What follows belongs to an exercise in optimizing a design on an open flow for small area, a short achievable clock period and few clock cycles; a production flow would make more cautious choices.
Function was checked by simulation only, so behaviour that the tests miss may differ from the original.
Power and IR drop assume default switching activity.

<file path="flow/design.v">
module flash_seq (
    input      [4:0]  state,
    input             op_id,       
    input             family_b,    
    input      [3:0]  mask,
    input      [7:0]  cmd_byte,    
    input      [1:0]  boot_idx,    
    input      [21:0] a,           
    input      [31:0] word,        
    input             word_ok,     
    input             hold,        
    input             at_end,      
    output reg        bus_req,
    output reg        bus_we,
    output reg [20:0] bus_addr,
    output reg [31:0] bus_wdata
);
    localparam S_IDLE  = 5'd0,  S_MASK  = 5'd1,  S_FLD   = 5'd2,  S_PEV   = 5'd3,
               S_LEV   = 5'd4,  S_WCTRL = 5'd5,  S_RACK  = 5'd6,  S_RD    = 5'd7,
               S_UL1   = 5'd8,  S_UL2   = 5'd9,  S_CMD   = 5'd10, S_SECT  = 5'd11,
               S_BOOT  = 5'd12, S_IDM   = 5'd13, S_IDD   = 5'd14, S_IDX   = 5'd15,
               S_IDO   = 5'd16, S_A0    = 5'd17, S_DATA  = 5'd18, S_POLL0 = 5'd19,
               S_POLL  = 5'd20, S_VER   = 5'd21, S_BEX1  = 5'd22, S_BEX2  = 5'd23,
               S_FIN   = 5'd25, S_HAND  = 5'd26;
    wire [20:0] ua1 = family_b ? 21'h0AAAAA : 21'h155555;
    wire [20:0] ua2 = family_b ? 21'h155555 : 21'h0AAAAA;
    wire [3:0]  m   = mask | {4{op_id}};
    wire [31:0] lm  = {{8{m[3]}}, {8{m[2]}}, {8{m[1]}}, {8{m[0]}}};
    reg [20:0] boot_addr;
    always @(*) begin
        case (boot_idx)
            2'd0:    boot_addr = 21'h004000;
            2'd1:    boot_addr = 21'h006000;
            default: boot_addr = 21'h008000;
        endcase
    end
    always @(*) begin
        bus_req = 1'b1;
        bus_we  = 1'b1;
        bus_addr = 21'd0;
        bus_wdata = 32'd0;
        case (state)
            S_UL1:   begin bus_addr = ua1; bus_wdata = {4{8'hAA}} & lm; end
            S_UL2:   begin bus_addr = ua2; bus_wdata = {4{8'h55}} & lm; end
            S_CMD:   begin bus_addr = ua1; bus_wdata = {4{cmd_byte}} & lm; end
            S_SECT:  begin bus_req = !at_end; bus_addr = a[20:0]; bus_wdata = {4{8'h30}} & lm; end
            S_BOOT:  begin bus_addr = boot_addr; bus_wdata = {4{8'h30}} & lm; end
            S_IDM:   begin bus_we = 1'b0; end
            S_IDD:   begin bus_we = 1'b0; bus_addr = family_b ? 21'd2 : 21'd1; end
            S_IDX:   begin bus_wdata = {4{8'hF0}}; end
            S_A0:    begin bus_wdata = {4{8'hA0}} & lm; end
            S_DATA:  begin bus_req = word_ok; bus_addr = a[20:0]; bus_wdata = word & lm; end
            S_POLL0,
            S_POLL:  begin bus_we = 1'b0; end
            S_VER:   begin bus_we = 1'b0; bus_addr = a[20:0]; end
            S_RD:    begin bus_req = !hold; bus_we = 1'b0; bus_addr = a[20:0]; end
            S_BEX1:  begin bus_wdata = {4{8'h90}} & lm; end
            S_BEX2:  begin bus_wdata = 32'd0; end
            default: begin bus_req = 1'b0; bus_we = 1'b0; end
        endcase
    end
endmodule
module flash_prog (
    input             clk,
    input             rst,
    input      [7:0]  rx_data,
    input             rx_valid,
    output            rx_ready,
    output reg [7:0]  tx_data,
    output reg        tx_valid,
    input             tx_ready,
    output            bus_req,
    output            bus_we,
    output     [20:0] bus_addr,
    output     [31:0] bus_wdata,
    input             bus_ack,
    input      [31:0] bus_rdata,
    output            handed_off
);
    localparam S_IDLE  = 5'd0,  S_MASK  = 5'd1,  S_FLD   = 5'd2,  S_PEV   = 5'd3,
               S_LEV   = 5'd4,  S_WCTRL = 5'd5,  S_RACK  = 5'd6,  S_RD    = 5'd7,
               S_UL1   = 5'd8,  S_UL2   = 5'd9,  S_CMD   = 5'd10, S_SECT  = 5'd11,
               S_BOOT  = 5'd12, S_IDM   = 5'd13, S_IDD   = 5'd14, S_IDX   = 5'd15,
               S_IDO   = 5'd16, S_A0    = 5'd17, S_DATA  = 5'd18, S_POLL0 = 5'd19,
               S_POLL  = 5'd20, S_VER   = 5'd21, S_BEX1  = 5'd22, S_BEX2  = 5'd23,
               S_FIN   = 5'd25, S_HAND  = 5'd26;
    localparam O_ID = 3'd0, O_CE = 3'd1, O_ER = 3'd2, O_WR = 3'd3, O_RD = 3'd4,
               O_S1 = 3'd5;
    reg [4:0]  state;
    reg [2:0]  op;
    reg        second;      
    reg        pb;          
    reg        fld_len;     
    reg        family_b;
    reg [3:0]  chip_mask;
    reg        verify_en;
    reg [21:0] a;
    reg        phi;         
    reg        plo;         
    reg [23:0] N;
    wire [13:0] E = N[13:0];
    reg [1:0]  nb;          
    reg [31:0] W;
    reg        wv;          
    reg        lastin;      
    reg [31:0] P;
    reg [2:0]  rcnt;        
    reg        rid;         
    reg [3:0]  fail;
    wire hold = (rcnt != 3'd0);
    wire slotfree = !tx_valid || tx_ready;
    reg [7:0] cmd_byte;
    always @(*) begin
        case (op)
            O_ID:    cmd_byte = 8'h90;
            O_CE:    cmd_byte = second ? 8'h10 : 8'h80;
            O_ER:    cmd_byte = 8'h80;
            default: cmd_byte = pb ? 8'h20 : 8'hA0;
        endcase
    end
    flash_seq u_seq (
        .state(state), .op_id(op == O_ID), .family_b(family_b), .mask(chip_mask),
        .cmd_byte(cmd_byte), .boot_idx(nb), .a(a), .word(W), .word_ok(wv),
        .hold(hold), .at_end(aend),
        .bus_req(bus_req), .bus_we(bus_we), .bus_addr(bus_addr), .bus_wdata(bus_wdata)
    );
    wire bus_hs = bus_req && bus_ack;
    wire last_word = (a[7:0] == 8'hFF);
    wire in_word = (state == S_UL1) || (state == S_UL2) || (state == S_CMD) ||
                   (state == S_A0) || (state == S_DATA) || (state == S_POLL0) ||
                   (state == S_POLL) || (state == S_VER);
    wire intake  = (op == O_WR) && in_word && !lastin &&
                   (nb != 2'd3 || !wv);
    wire reply_st = (state == S_IDLE) || (state == S_MASK) ||
                    (state == S_WCTRL) || (state == S_RACK);
    assign rx_ready = (reply_st && !tx_valid && !hold) || (state == S_FLD) || intake;
    wire rx_take = rx_valid && rx_ready;
    assign handed_off = (state == S_HAND);
    wire [7:0] f0 = W[31:24], f1 = W[23:16], f2 = W[15:8], f3 = W[7:0];
    wire [13:0] len_k = {f2, f1[7:2]};                  
    wire [14:0] S     = {1'b0, a[21:8]} + {1'b0, len_k};
    wire        len_hi = (f3 != 8'd0);
    wire        rd_refuse = (W == 32'd0) || (f1[1:0] != 2'd0) ||
                            (f0 != 8'd0) || plo || (a[7:0] != 8'd0) || phi ||
                            len_hi || (S > 15'h2000);
    wire        er_refuse = plo || (a[15:0] != 16'd0) || phi || len_hi ||
                            (f2[1:0] != 2'd0) || (f1 != 8'd0) || (f0 != 8'd0) ||
                            (S > (family_b ? 15'h2000 : 15'h0800));
    wire        wp_refuse = (f1[1:0] != 2'd0) || (f0 != 8'd0);
    wire        st_er  = (op == O_ER);
    wire [21:0] a_inc  = a + {5'd0, st_er & family_b, 3'd0, st_er & !family_b, 11'd0, !st_er};
    wire        aend   = (a[21:8] == E);
    wire [3:0] lane_diff;
    assign lane_diff[0] = bus_rdata[7:0]   != W[7:0];
    assign lane_diff[1] = bus_rdata[15:8]  != W[15:8];
    assign lane_diff[2] = bus_rdata[23:16] != W[23:16];
    assign lane_diff[3] = bus_rdata[31:24] != W[31:24];
    wire [2:0]  rpos     = rcnt - 3'd1;
    wire [1:0]  lane     = rid ? rpos[2:1] : rpos[1:0];
    wire [31:0] src      = (rid && rcnt[0]) ? W : P;
    wire [7:0]  buf_byte = src[{lane, 3'b000} +: 8];
    wire        can_send = slotfree && !hold;
    reg       push;
    reg [7:0] push_byte;
    always @(*) begin
        push      = 1'b0;
        push_byte = 8'h00;
        case (state)
            S_IDLE: if (rx_take) begin
                push = (rx_data != 8'h05);
                if (rx_data == 8'h03 || rx_data == 8'h0A || rx_data >= 8'h13)
                    push_byte = 8'h02;
            end
            S_MASK: if (rx_take) begin
                push = 1'b1;
                push_byte = {7'd0, rx_data[7:4] != 4'd0};
            end
            S_PEV: if (can_send && op != O_ER) begin
                push = 1'b1;
                push_byte = {7'd0, op == O_WR && wp_refuse};
            end
            S_LEV: if (can_send) begin
                push = 1'b1;
                push_byte = {7'd0, (op == O_RD) ? rd_refuse : er_refuse};
            end
            S_WCTRL: if (rx_take) begin
                case (rx_data)
                    8'h00: begin push = 1'b1; push_byte = {7'd0, a[21] || phi}; end
                    8'h01: push = 1'b1;
                    8'h02: begin push = 1'b1; push_byte = 8'h02; end
                    default: ;
                endcase
            end
            S_RACK: if (rx_take) begin
                if (rx_data == 8'h00) begin
                    push = 1'b1; push_byte = aend ? 8'h03 : 8'h02;
                end else if (rx_data == 8'h01) begin
                    push = 1'b1; push_byte = 8'h04;
                end
            end
            S_RD: if (bus_hs) begin
                push = 1'b1; push_byte = bus_rdata[31:24];
            end
            S_IDO: if (can_send) begin
                push = 1'b1; push_byte = P[31:24];
            end
            S_FIN: if (can_send) begin
                push = 1'b1;
                case (op)
                    O_ER:    push_byte = 8'h02;
                    O_S1:    push_byte = 8'h01;
                    O_WR:    push_byte = {(fail != 4'd0), 3'd0, fail[0], fail[1], fail[2], fail[3]};
                    default: push_byte = 8'h00;
                endcase
            end
            default: ;
        endcase
    end
    always @(posedge clk) begin
        if (slotfree) begin
            if (hold) begin
                tx_valid <= 1'b1;
                tx_data  <= buf_byte;
                rcnt     <= rcnt - 3'd1;
            end else if (push) begin
                tx_valid <= 1'b1;
                tx_data  <= push_byte;
            end else begin
                tx_valid <= 1'b0;
            end
        end
        if (rx_take && (state == S_FLD || intake)) begin
            if (nb == 2'd3) begin
                W  <= {N, rx_data};
                wv <= 1'b1;
                if (last_word) lastin <= 1'b1;
            end else begin
                N  <= {N[15:0], rx_data};
            end
            nb <= nb + 2'd1;
        end
        case (state)
            S_IDLE: begin
                nb      <= 2'd0;
                a       <= 22'd0;
                phi     <= 1'b0;
                plo     <= 1'b0;
                second  <= 1'b0;
                fld_len <= (rx_data == 8'h04);
                case (rx_data)
                    8'h01, 8'h07: op <= O_S1;
                    8'h04, 8'h11: op <= O_RD;
                    8'h05:        op <= O_CE;
                    8'h06, 8'h10: op <= O_WR;
                    8'h0F:        op <= O_ER;
                    default:      op <= O_ID;
                endcase
                if (rx_take) begin
                    case (rx_data)
                        8'h01, 8'h07: state <= S_FIN;
                        8'h02: state <= S_UL1;
                        8'h04: state <= S_FLD;
                        8'h05: state <= S_UL1;
                        8'h06: state <= S_WCTRL;
                        8'h08: state <= S_HAND;
                        8'h0B: family_b <= 1'b0;
                        8'h0C: family_b <= 1'b1;
                        8'h0D: verify_en <= 1'b1;
                        8'h0E: verify_en <= 1'b0;
                        8'h0F, 8'h10, 8'h11: state <= S_FLD;
                        8'h12: state <= S_MASK;
                        default: ;
                    endcase
                end
            end
            S_MASK: if (rx_take) begin
                if (rx_data[7:4] == 4'd0) chip_mask <= rx_data[3:0];
                state <= S_IDLE;
            end
            S_FLD: if (rx_take && nb == 2'd3)
                state <= fld_len ? S_LEV : S_PEV;
            S_PEV: if (can_send || op == O_ER) begin
                a       <= {f2, f1, f0[7:2]};
                phi     <= (f3 != 8'd0);
                plo     <= (f0[1:0] != 2'd0);
                fld_len <= 1'b1;
                if (op == O_WR)
                    state <= wp_refuse ? S_IDLE : S_WCTRL;
                else
                    state <= S_FLD;
            end
            S_LEV: if (can_send) begin
                N[13:0] <= S[13:0];
                if (op == O_RD)
                    state <= rd_refuse ? S_IDLE : S_RD;
                else if (er_refuse)
                    state <= S_IDLE;
                else if (!family_b && len_k[13:4] == 10'd0)
                    state <= S_FIN;                       
                else
                    state <= S_UL1;
            end
            S_RD: if (bus_hs) begin
                P    <= bus_rdata;
                rcnt <= slotfree ? 3'd3 : 3'd4;
                rid  <= 1'b0;
                a    <= a_inc;
                if (last_word) state <= S_RACK;
            end
            S_RACK: if (rx_take) begin
                if (rx_data == 8'h00)
                    state <= aend ? S_IDLE : S_RD;
                else if (rx_data == 8'h01)
                    state <= S_IDLE;
            end
            S_WCTRL: if (rx_take) begin
                case (rx_data)
                    8'h00: begin
                        nb   <= 2'd0;
                        wv   <= 1'b0;
                        lastin <= 1'b0;
                        fail <= 4'd0;
                        pb   <= family_b;
                        state <= (a[21] || phi) ? S_IDLE : S_UL1;
                    end
                    8'h01, 8'h02: state <= S_IDLE;
                    default: ;
                endcase
            end
            S_A0:   if (bus_hs) state <= S_DATA;
            S_DATA: if (bus_hs) begin
                if (!verify_en) begin
                    a  <= a_inc;
                    wv <= 1'b0;
                end
                state <= S_POLL0;
            end
            S_VER:  if (bus_hs) begin
                fail  <= fail | (lane_diff & chip_mask);
                a     <= a_inc;
                wv    <= 1'b0;
                if (lastin) state <= family_b ? S_BEX1 : S_FIN;
                else           state <= family_b ? S_A0 : S_UL1;
            end
            S_BEX1: if (bus_hs) state <= S_BEX2;
            S_BEX2: if (bus_hs) state <= S_FIN;
            S_UL1: if (bus_hs) state <= S_UL2;
            S_UL2: if (bus_hs) begin
                if (op == O_ER && second)
                    state <= S_SECT;
                else
                    state <= S_CMD;
            end
            S_CMD: if (bus_hs) begin
                case (op)
                    O_ID: state <= S_IDM;
                    O_CE, O_ER: begin
                        second <= 1'b1;
                        state  <= second ? S_POLL0 : S_UL1;
                    end
                    default: begin
                        pb    <= 1'b0;
                        state <= pb ? S_A0 : S_DATA;
                    end
                endcase
            end
            S_SECT: if (aend) begin
                state <= S_POLL0;                        
            end else if (bus_hs) begin
                if (!family_b) begin
                    a     <= a_inc;
                    state <= S_POLL0;
                end else if (a == 22'd0) begin
                    nb    <= 2'd0;
                    state <= S_BOOT;
                end else begin
                    a     <= a_inc;
                end
            end
            S_BOOT: if (bus_hs) begin
                nb <= nb + 2'd1;
                if (nb == 2'd2) begin
                    a     <= a_inc;
                    state <= S_SECT;
                end
            end
            S_IDM: if (bus_hs) begin
                P     <= bus_rdata;
                state <= S_IDD;
            end
            S_IDD: if (bus_hs) begin
                W     <= bus_rdata;
                state <= S_IDX;
            end
            S_IDX: if (bus_hs) state <= S_IDO;
            S_IDO: if (can_send) begin
                rcnt  <= 3'd7;
                rid   <= 1'b1;
                state <= S_FIN;
            end
            S_POLL0: if (bus_hs) begin
                P     <= bus_rdata;
                state <= S_POLL;
            end
            S_POLL: if (bus_hs) begin
                P <= bus_rdata;
                if (bus_rdata == P) begin
                    case (op)
                        O_ER: if (!family_b && !aend) begin
                            second <= 1'b0;
                            state  <= S_UL1;
                        end else begin
                            state <= S_FIN;
                        end
                        O_WR: if (verify_en) state <= S_VER;
                        else if (lastin && !wv) state <= family_b ? S_BEX1 : S_FIN;
                        else state <= family_b ? S_A0 : S_UL1;
                        default: state <= S_FIN;
                    endcase
                end
            end
            S_FIN: if (can_send) begin
                if (op == O_WR && fail == 4'd0) state <= S_WCTRL;
                else state <= S_IDLE;
            end
            S_HAND: ;
            default: state <= S_IDLE;
        endcase
        if (rst) begin
            state     <= S_IDLE;
            family_b  <= 1'b0;
            chip_mask <= 4'hF;
            verify_en <= 1'b0;
            tx_valid  <= 1'b0;
            rcnt      <= 3'd0;
        end
    end
endmodule
</file>
<file path="flow/run.sh">
#!/bin/bash
# synth_recipe.tcl (not shown) runs the flow's synth.tcl, then flattens the netlist and writes it again
# the make line also repeats each setting of config.mk as NAME=value (left out here)
make -C /OpenROAD-flow-scripts/flow DESIGN_CONFIG=/design/flow/config.mk WORK_HOME=/design/flow/orfs CLKGATE_MAP_FILE= SYNTH_SCRIPT=/design/flow/synth_recipe.tcl finish
</file>
<file path="flow/config.mk">
export PLATFORM = sky130hd
export DESIGN_NAME = flash_prog
export DESIGN_NICKNAME = flash_prog
export VERILOG_FILES = /design/flow/design.v
export SDC_FILE = /design/flow/constraint.sdc
export NUM_CORES = 4
export LEC_CHECK = 0
export CAP_MARGIN = 20
export CORE_MARGIN = 2
export CORE_UTILIZATION = 40
export SETUP_SLACK_MARGIN = 4.5
export SLEW_MARGIN = 20
</file>
<file path="flow/constraint.sdc">
create_clock -name core_clock -period 8.0 [get_ports {clk}]
set_input_delay 1.6000 -clock core_clock [delete_from_list [all_inputs] [get_ports {clk}]]
set_output_delay 1.6000 -clock core_clock [all_outputs]
set_load 0.01 [all_outputs]
</file>
==> flow_summary.json, run 1 <==
{
  "syn_to_final_growth_pct": 43.4,
  "detail_route.iter0.violations": 2019,
  "ys_async_sr_fraction_pct": 0,
  "synth_fp_nets": 1455,
  "wire_length_on_met2_um": 24500,
  "std_cell_rows": 61,
  "vias": 13100,
  "rsz0062_at_grt": "yes",
  "highest_layer": "met4",
  "pin_count_of_the_biggest_net_entering_global_routing": 65,
  "final_hold_viol_count": 0,
  "cap_viol_max_count": 0,
  "finalWorstPathRequiredPeriod_ps": 3900,
  "routedLengthMet1_um": 21500,
  "avgRoutedWirePerCell_um": 27.7,
  "timing.critical_path.from_type": "flip-flop",
  "cts_hold_buf": 0,
  "crit_path_max_fanout": 7,
  "antenna_cells_inserted": 0,
  "tritoncts_clock_tree": "yes",
  "timing.critical_path.arrival_ps": 2300,
  "numPortBuffers": 110,
  "power.leakage_nw": 6.73,
  "slowest_stage": "dfxtp_4",
  "final_core_util_pct": 58.5,
  "worstMarginPinSlew_ps": 942,
  "chipHeight_um": 173,
  "timing.slew.headroom_pct": 36.6,
  "detail_route.drc_violations": 0,
  "fillers": 2489,
  "finalCritPeriodShare_pct": 48.7,
  "syn_avg_cell_area_um2": 8.29,
  "final_antenna_net_count": 0,
  "grt_pass1_vias": 12200,
  "clock_sink_count": 150,
  "power.ir.vdd_worst_mv": 0.156,
  "drt_pass1_iterations": 8,
  "layout-drive-gt1-share_pct": 33.3,
  "antenna_found_initial": 2,
  "start_util_pct": 40.8,
  "die_area_mm2": 0.0298,
  "clk_pin_slew_worst_paths_ps": 80,
  "totalWireLength_um": 56000,
  "synth_enable_flop_cells": 85,
  "gp_routability_congestion": 1.01,
  "met3_length_um": 6850,
  "worst_clock_skew_ps": 18.6,
  "synth.yosys.seq_area_share_pct": 33.8,
  "report.final.slew_viol_count": 0,
  "path_cells": "buf_12 > nand2b_4 > buf_6 > nor3_4 > buf_12 > buf_8 > buf_6 > nand2_2 > a21oi_2 > nor2_1 > o21ai_1 > buf_2",
  "grt_first_pass_wirelength_um": 79700,
  "stage_delay_of_the_slowest_cell_on_the_critical_path_ps": 370,
  "timing.setup.critical_path_class": "reg2out",
  "grt_remaining_overflow": 0,
  "clockRootBuffer": "clkbuf_16",
  "setup_viol": 0,
  "synth_area_leader_cell": "edfxtp_1",
  "number_of_instances_in_the_synthesized_netlist": 1373,
  "dpl-instance-area_mm2": 0.0129,
  "synthFlopType": "edfxtp_1",
  "power.clock.fraction_pct": 17.2,
  "fin_tns_setup_ps": 0,
  "post_drt_via_cell_ratio": 6.50,
  "ys_warn_count": 2,
  "io_pins": 111,
  "pwr-share-comb_pct": 59.2,
  "post-synth-top-count-cell": "nand2_1",
  "yosys-top-cells-area": "edfxtp_1 22%, dfxtp_1 11%, o21ai_0 5.4%",
  "required_ps": 6400,
  "syn-cell-area_mm2": 0.0114,
  "grt_usage_pct": 35.4,
  "layout_net_count": 1711,
  "die_w_um": 173,
  "tritoncts.num_buffers": 17,
  "max_freq_mhz": 257,
  "yosys.area.top_type_share_pct": 22.4,
  "design.core.area_mm2": 0.0279,
  "insertion_delay_ps": 440,
  "pwr-share-seq_pct": 23.7,
  "hpwlAfterDp_um": 37100,
  "net-switching-power_mw": 2.19,
  "run_status": "no timing/DRC/antenna violations",
  "clockBufferDepth": 2,
  "cell_internal_pwr_mw": 2.66,
  "swShare_pct": 45.1,
  "worst_setup_path_end_kind": "primary output",
  "synth-seq-cells": 150,
  "min-delay-path-class": "reg2reg",
  "htree_levels": 4,
  "postLayoutCellArea_mm2": 0.0163,
  "commonest_cells_in_the_synthesized_netlist": "148 x nand2_1, 124 x nor2_1, 122 x o21ai_0",
  "synthDistinctLibCells": 78,
  "power_density_mw_per_mm2": 297
}
==> metal layers <==
layer,GRT usage [%],vias to the layer above
met2,55.7,1019
li1,-,5620
met1,46.7,6272
met3,8.29,216
met4,15.1,0
met5,0,-
==> through the flow <==
stage,std cells,power (mW),setup slack [ps],hold WS [ps]
5_1_grt,2020,4.97,4020,471
3_5_place_dp,1807,3.06,3050,439
4_1_cts,1972,4.49,4130,454
2_1_floorplan,1373,2.29,4390,426
6_report,2020,4.85,4100,453
3_3_place_gp,1807,3.07,3050,435
==> path summary, 6_finish.rpt <==
| kind | start | end | slack [ps] | cells past startpoint |
|---|---|---|---|---|
| hold reg to reg | N[15] | N[23] | 450 | 0 |
| setup / recovery | state[2] | bus_wdata[7] | 4100 | 12 |
| setup reg to reg | a[11] | tx_data[0] | 4500 | 13 |
| hold / removal | N[15] | N[23] | 450 | 0 |
==> critical path, delay by kind of cell (launching register included) <==
kind,cells,cell delay (ps)
flip-flops,1,370
AND/OR/NAND/NOR,4,420
AO/OA/AOI/OAI,2,230
buffers and inverters,6,840
==> registers in the layout (all words and copies together) (netlist names), 4 cells and up <==
register / cells
P: 32
tx_data: 8
fail: 4
N: 24
state: 5
a: 22
chip_mask: 4
W: 32
==> power by group through the flow <==
stage | Sequential [mW] | Clock [mW] | Combinational (mW)
floorplan | 1.10 | 0 | 1.19
global placement | 1.18 | 0 | 1.89
detailed placement | 1.18 | 0 | 1.88
CTS | 1.15 | 0.826 | 2.52
global route | 1.16 | 0.852 | 2.96
finish | 1.15 | 0.832 | 2.87
==> cell type report <==
type | count | area, um^2 | area share (%)
clock inverter | 15 | 164 | 1.00
clock buffer | 17 | 425 | 2.61
multi-input combinational | 1106 | 8300 | 50.8
sequential | 150 | 3890 | 23.9
timing repair buffer | 320 | 2920 | 17.9
inverter | 34 | 149 | 0.912
tap | 378 | 473 | 2.90
==> what timing repair did <==
| action | in CTS | in global routing |
|---|---|---|
| gates resized for setup | 555 | 154 |
| gates cloned | 13 | 2 |
| pin swaps | 72 | 65 |
| setup endpoints to repair | 126 | 99 |
| endpoints found under the hold margin | 0 | 0 |
| buffers inserted | 120 | 46 |
==> logic make-up (layout without fill, tap and decap cells) <==
kind of cell	count (synthesis)	in the layout	synth area share (%)
buf+inv	118	386	4.01
xor+xnor	115	115	8.85
fa+ha+maj	38	38	4.22
simple gates	475	475	20.1
mux	67	67	6.15
compound gates	410	411	22.8
flops	150	150	33.8
==> layout by cell type (no fill, tap or decap), types with 17 or more instances in the layout <==
cell type,instances
nor2_1,102
mux2i_1,52
o22ai_1,17
ha_1,22
nand2_1,131
a21o_1,23
clkbuf_2,17
nor4_1,23
inv_1,24
nand3_1,23
a21oi_1,77
nor3_1,19
o21ai_0,100
buf_6,55
dfxtp_1,52
dlygate4sd2_1,20
edfxtp_1,85
buf_2,47
xnor2_1,46
xor2_1,62
nand4_1,23
buf_4,140
a21oi_2,21
clkbuf_16,19
Testbench counts, summed over its fixed seeds: cycles 58,371.
==> run 2, diff against run 1 <==
--- a/flow/config.mk
+++ b/flow/config.mk
@@ -8,5 +8,4 @@
 export CAP_MARGIN = 20
 export CORE_MARGIN = 2
 export CORE_UTILIZATION = 40
-export SETUP_SLACK_MARGIN = 4.5
 export SLEW_MARGIN = 20
==> run 2 against run 1 <==
Net effect:
- still clean
- combinational power is 32% lower
- final cell count down 8.9%
- global-route usage down 2.4 points
- utilization is 10 points lower
- synthesized area is the same
- die area is the same
- setup slack worse by 1500 ps
- sequential share of layout area grew 4.7 points
- critical path depth shrank 4
==> flow_summary.json, run 2 <==
{
  "final_hold_viol_count": 0,
  "path_cells": "buf_4 > nor2b_1 > o21ai_0 > a22oi_1 > buf_4 > or2_2 > a21oi_1 > clkdlybuf4s50_1",
  "layout_setup_ws_ps": 2640,
  "detail_route.iter0.violations": 1654,
  "detail_route.drc_violations": 0,
  "post_cts_buffers": 0,
  "synthFlopType": "edfxtp_1",
  "timing.critical_path.depth": 8,
  "max_freq_mhz": 186,
  "grt_pass1_vias": 10900,
  "timing.critical_path.from_type": "flip-flop",
  "vias": 11800,
  "syn-cell-area_mm2": 0.0114,
  "worst-r2r-setup-slack_ps": 3700,
  "finalCritPeriodShare_pct": 67.0,
  "layout-drive-gt1-share_pct": 7.04,
  "syn_avg_cell_area_um2": 8.29,
  "post-synth-top-count-cell": "nand2_1",
  "power_density_mw_per_mm2": 293,
  "synth_area_leader_cell": "edfxtp_1",
  "synth_enable_flop_cells": 85,
  "grt_usage_pct": 33.0,
  "clock_sink_count": 150,
  "fin_cells": 1841,
  "crit_path_max_fanout": 37,
  "timing.slew.headroom_pct": 19.5,
  "synthDistinctLibCells": 78,
  "required_ps": 6400,
  "start_util_pct": 40.8,
  "layout.cells.most_common": "nand2_1",
  "slowest_stage": "nor2b_1",
  "totalWireLength_um": 50400,
  "gp_routability_congestion": 0.987,
  "tritoncts_clock_tree": "yes",
  "commonest_cells_in_the_synthesized_netlist": "148 x nand2_1, 124 x nor2_1, 122 x o21ai_0",
  "grt_remaining_overflow": 0,
  "worstMarginPinSlew_ps": 1200,
  "design.core.area_mm2": 0.0279,
  "swShare_pct": 45.6,
  "postLayoutCellArea_mm2": 0.0135,
  "finalWorstPathRequiredPeriod_ps": 5360,
  "cts_repair_resize_count": 0,
  "chipHeight_um": 173,
  "setup_viol": 0,
  "report.final.slew_viol_count": 0,
  "yosys.area.top_type_share_pct": 22.4,
  "critPathTopFamily": "buffers and inverters",
  "top_regs": "P (32), W (32), N (24)",
  "whs_ps": 457,
  "placedCellCount": 1809,
  "std_cell_rows": 61,
  "dpl-instance-area_mm2": 0.0129,
  "numPortBuffers": 110,
  "ys_warn_count": 2,
  "worst_hold_path.endpoint": "N[23]",
  "most_frequent_cells_in_the_layout": "148 x nand2_1, 122 x nor2_1, 122 x o21ai_0, 110 x clkdlybuf4s50_1, 108 x a21oi_1",
  "insertion_delay_ps": 460,
  "min-delay-path-class": "reg2reg",
  "timing.rr.end": "state[4]",
  "yosys-top-cells-area": "edfxtp_1 22%, dfxtp_1 11%, o21ai_0 5.4%",
  "critical-path-top-cell-by-count": "buf_4",
  "power.ir.vdd_worst_mv": 0.136,
  "design_power_total_mw": 3.95,
  "layout_net_count": 1532,
  "timing.setup.critical_path_class": "reg2out",
  "die_area_mm2": 0.0298,
  "worst_setup_path_end_kind": "primary output",
  "synth_fp_nets": 1455,
  "cap_viol_max_count": 0,
  "die_w_um": 173,
  "cell_internal_pwr_mw": 2.15,
  "pwr-share-comb_pct": 49.3,
  "critical_path_buf_inv_count": 3,
  "antenna_cells_inserted": 0,
  "timing.critical_path.arrival_ps": 3760,
  "post_drt_via_cell_ratio": 6.39,
  "stage_delay_of_the_slowest_cell_on_the_critical_path_ps": 880,
  "power.clock.fraction_pct": 21.7,
  "antenna_found_initial": 1,
  "fin_tns_setup_ps": 0,
  "worst_clock_skew_ps": 16.0,
  "post-place-ws_ps": 3040,
  "power.leakage_nw": 5.14,
  "number_of_instances_in_the_synthesized_netlist": 1373,
  "clockBufferDepth": 2,
  "syn_to_final_growth_pct": 18.5,
  "io_pins": 111,
  "grt_first_pass_wirelength_um": 73500,
  "net-switching-power_mw": 1.80,
  "ys_async_sr_fraction_pct": 0,
  "synth.yosys.seq_area_share_pct": 33.8,
  "fillers": 2747,
  "worst_r2r_startpoint": "W[22]",
  "run_status": "no timing/DRC/antenna violations",
  "hpwlAfterDp_um": 37800,
  "final_antenna_net_count": 0,
  "synth-seq-cells": 150,
  "clockRootBuffer": "clkbuf_16",
  "pwr-share-seq_pct": 29.1,
  "final_core_util_pct": 48.3,
  "clk_pin_slew_worst_paths_ps": 80,
  "rsz0062_at_grt": "no",
  "pin_count_of_the_biggest_net_entering_global_routing": 65,
  "avgRoutedWirePerCell_um": 27.3,
  "drt_pass1_iterations": 6,
  "cts_hold_buf": 0,
  "timing.reg2reg.worst_path_depth": 12,
  "htree_levels": 4,
  "hold_depth": 0,
  "tritoncts.num_buffers": 17,
  "hold_path_startpoint": "N[15]"
}
[run 2: cell count changes in the layout (fill, tap and decap cells not counted), sizes merged]
cell           change
buf              -228
bufbuf             -5
clkbuf            -20
clkdlybuf4s15      -1
clkdlybuf4s50     +97
clkinv             -3
clkinvlp           -4
dlygate4sd2       -20
inv                +6
o311a              -1
[run 2: layout make-up]
class	instances	area (um^2)	share of cell area, %
inverter	34	128	0.946
timing repair buffer	142	1340	9.94
clock buffer	18	450	3.34
clock inverter	14	145	1.08
sequential	150	3850	28.6
multi-input combinational	1105	7100	52.6
tap	378	473	3.51
[run 2: how the worst max path moves through the flow]
| stage | startpoint | end | slack [ps] |
|---|---|---|---|
| 2_1_floorplan | bus_ack | P[0] | 4020 |
| 3_3_place_gp | rx_data[4] | state[1] | 3080 |
| 3_5_place_dp | rx_data[4] | state[1] | 3040 |
| 4_1_cts | state[0] | bus_wdata[18] | 2790 |
| 5_1_grt | state[0] | bus_wdata[18] | 2570 |
| 6_report | state[0] | bus_wdata[18] | 2640 |
[run 2: kinds of logic (layout without fill, tap and decap cells)]
group                      count (synthesis)  count (layout)  share of synthesized area (%)
AOI/OAI and AO/OA                        410             410                           22.8
xor gates and xnor gates                 115             115                           8.85
adders and majority gates                 38              38                           4.22
buffers and inverters                    118             208                           4.01
DFF                                      150             150                           33.8
muxes                                     67              67                           6.15
and+or+nand+nor                          475             475                           20.1
[run 2: worst reg2reg max path: stages, from the launching register on]
cell       delay [ps]
dfxtp_1           710
ha_1              420
a2111oi_0         490
a21oi_1           180
a2111oi_0         450
nor2_1            120
xor2_1            250
inv_1             160
ha_1              300
nand2_1            50
o32a_1            440
o31ai_1           460
a22o_1            210
[run 2: layer usage]
metal | GRT usage (%) | vias to the layer above | wire [um]
li1 | - | 5235 | -
met3 | 5.94 | 110 | 4680
met4 | 13.8 | 0 | 2030
met2 | 50.6 | 740 | 22300
met5 | 0 | - | 0
met1 | 45.8 | 5685 | 21400
[run 2: power groups by stage]
stage                     clock network, mW  logic, mW  registers (mW)
final                                 0.857       1.95            1.15
after global routing                  0.885       2.08            1.16
after CTS                             0.853       1.90            1.15
after detailed placement                  0       1.89            1.17
after global placement                    0       1.90            1.17
after floorplan                           0       1.19            1.10

[separate check: timing with driven ports]
How much do the figures lean on ideal ports? The routed layouts below were timed once more, with nothing changed but the port constraints. Step 1: set_driving_cell puts a clkbuf_16 on clk and a buf_2 on each other input, an assumption about the parent block. Step 2 times the ports against the registers' clock, not the clock port: input delays grow and output delays shrink by t, the midpoint of the rising clock arrivals with the driver on. Three values: ideal, step 1, step 2; two values: the first two.
| run | shift t [ns] | setup WS [ns] | worst setup path at the end | worst data-port slew with drivers (ns) |
|---|---|---|---|---|
| run 1 | 0.479 | 4.102 / 4.052 / 4.001 | input to register | 0.09 |
| run 2 | 0.503 | 2.637 / 2.587 / 2.909 | input to register | 0.06 |
After both steps every run listed still meets setup and hold. For run 1, which loses most, drivers alone change the setup slack by -0.050 ns; drivers and shift together by -0.101 ns.
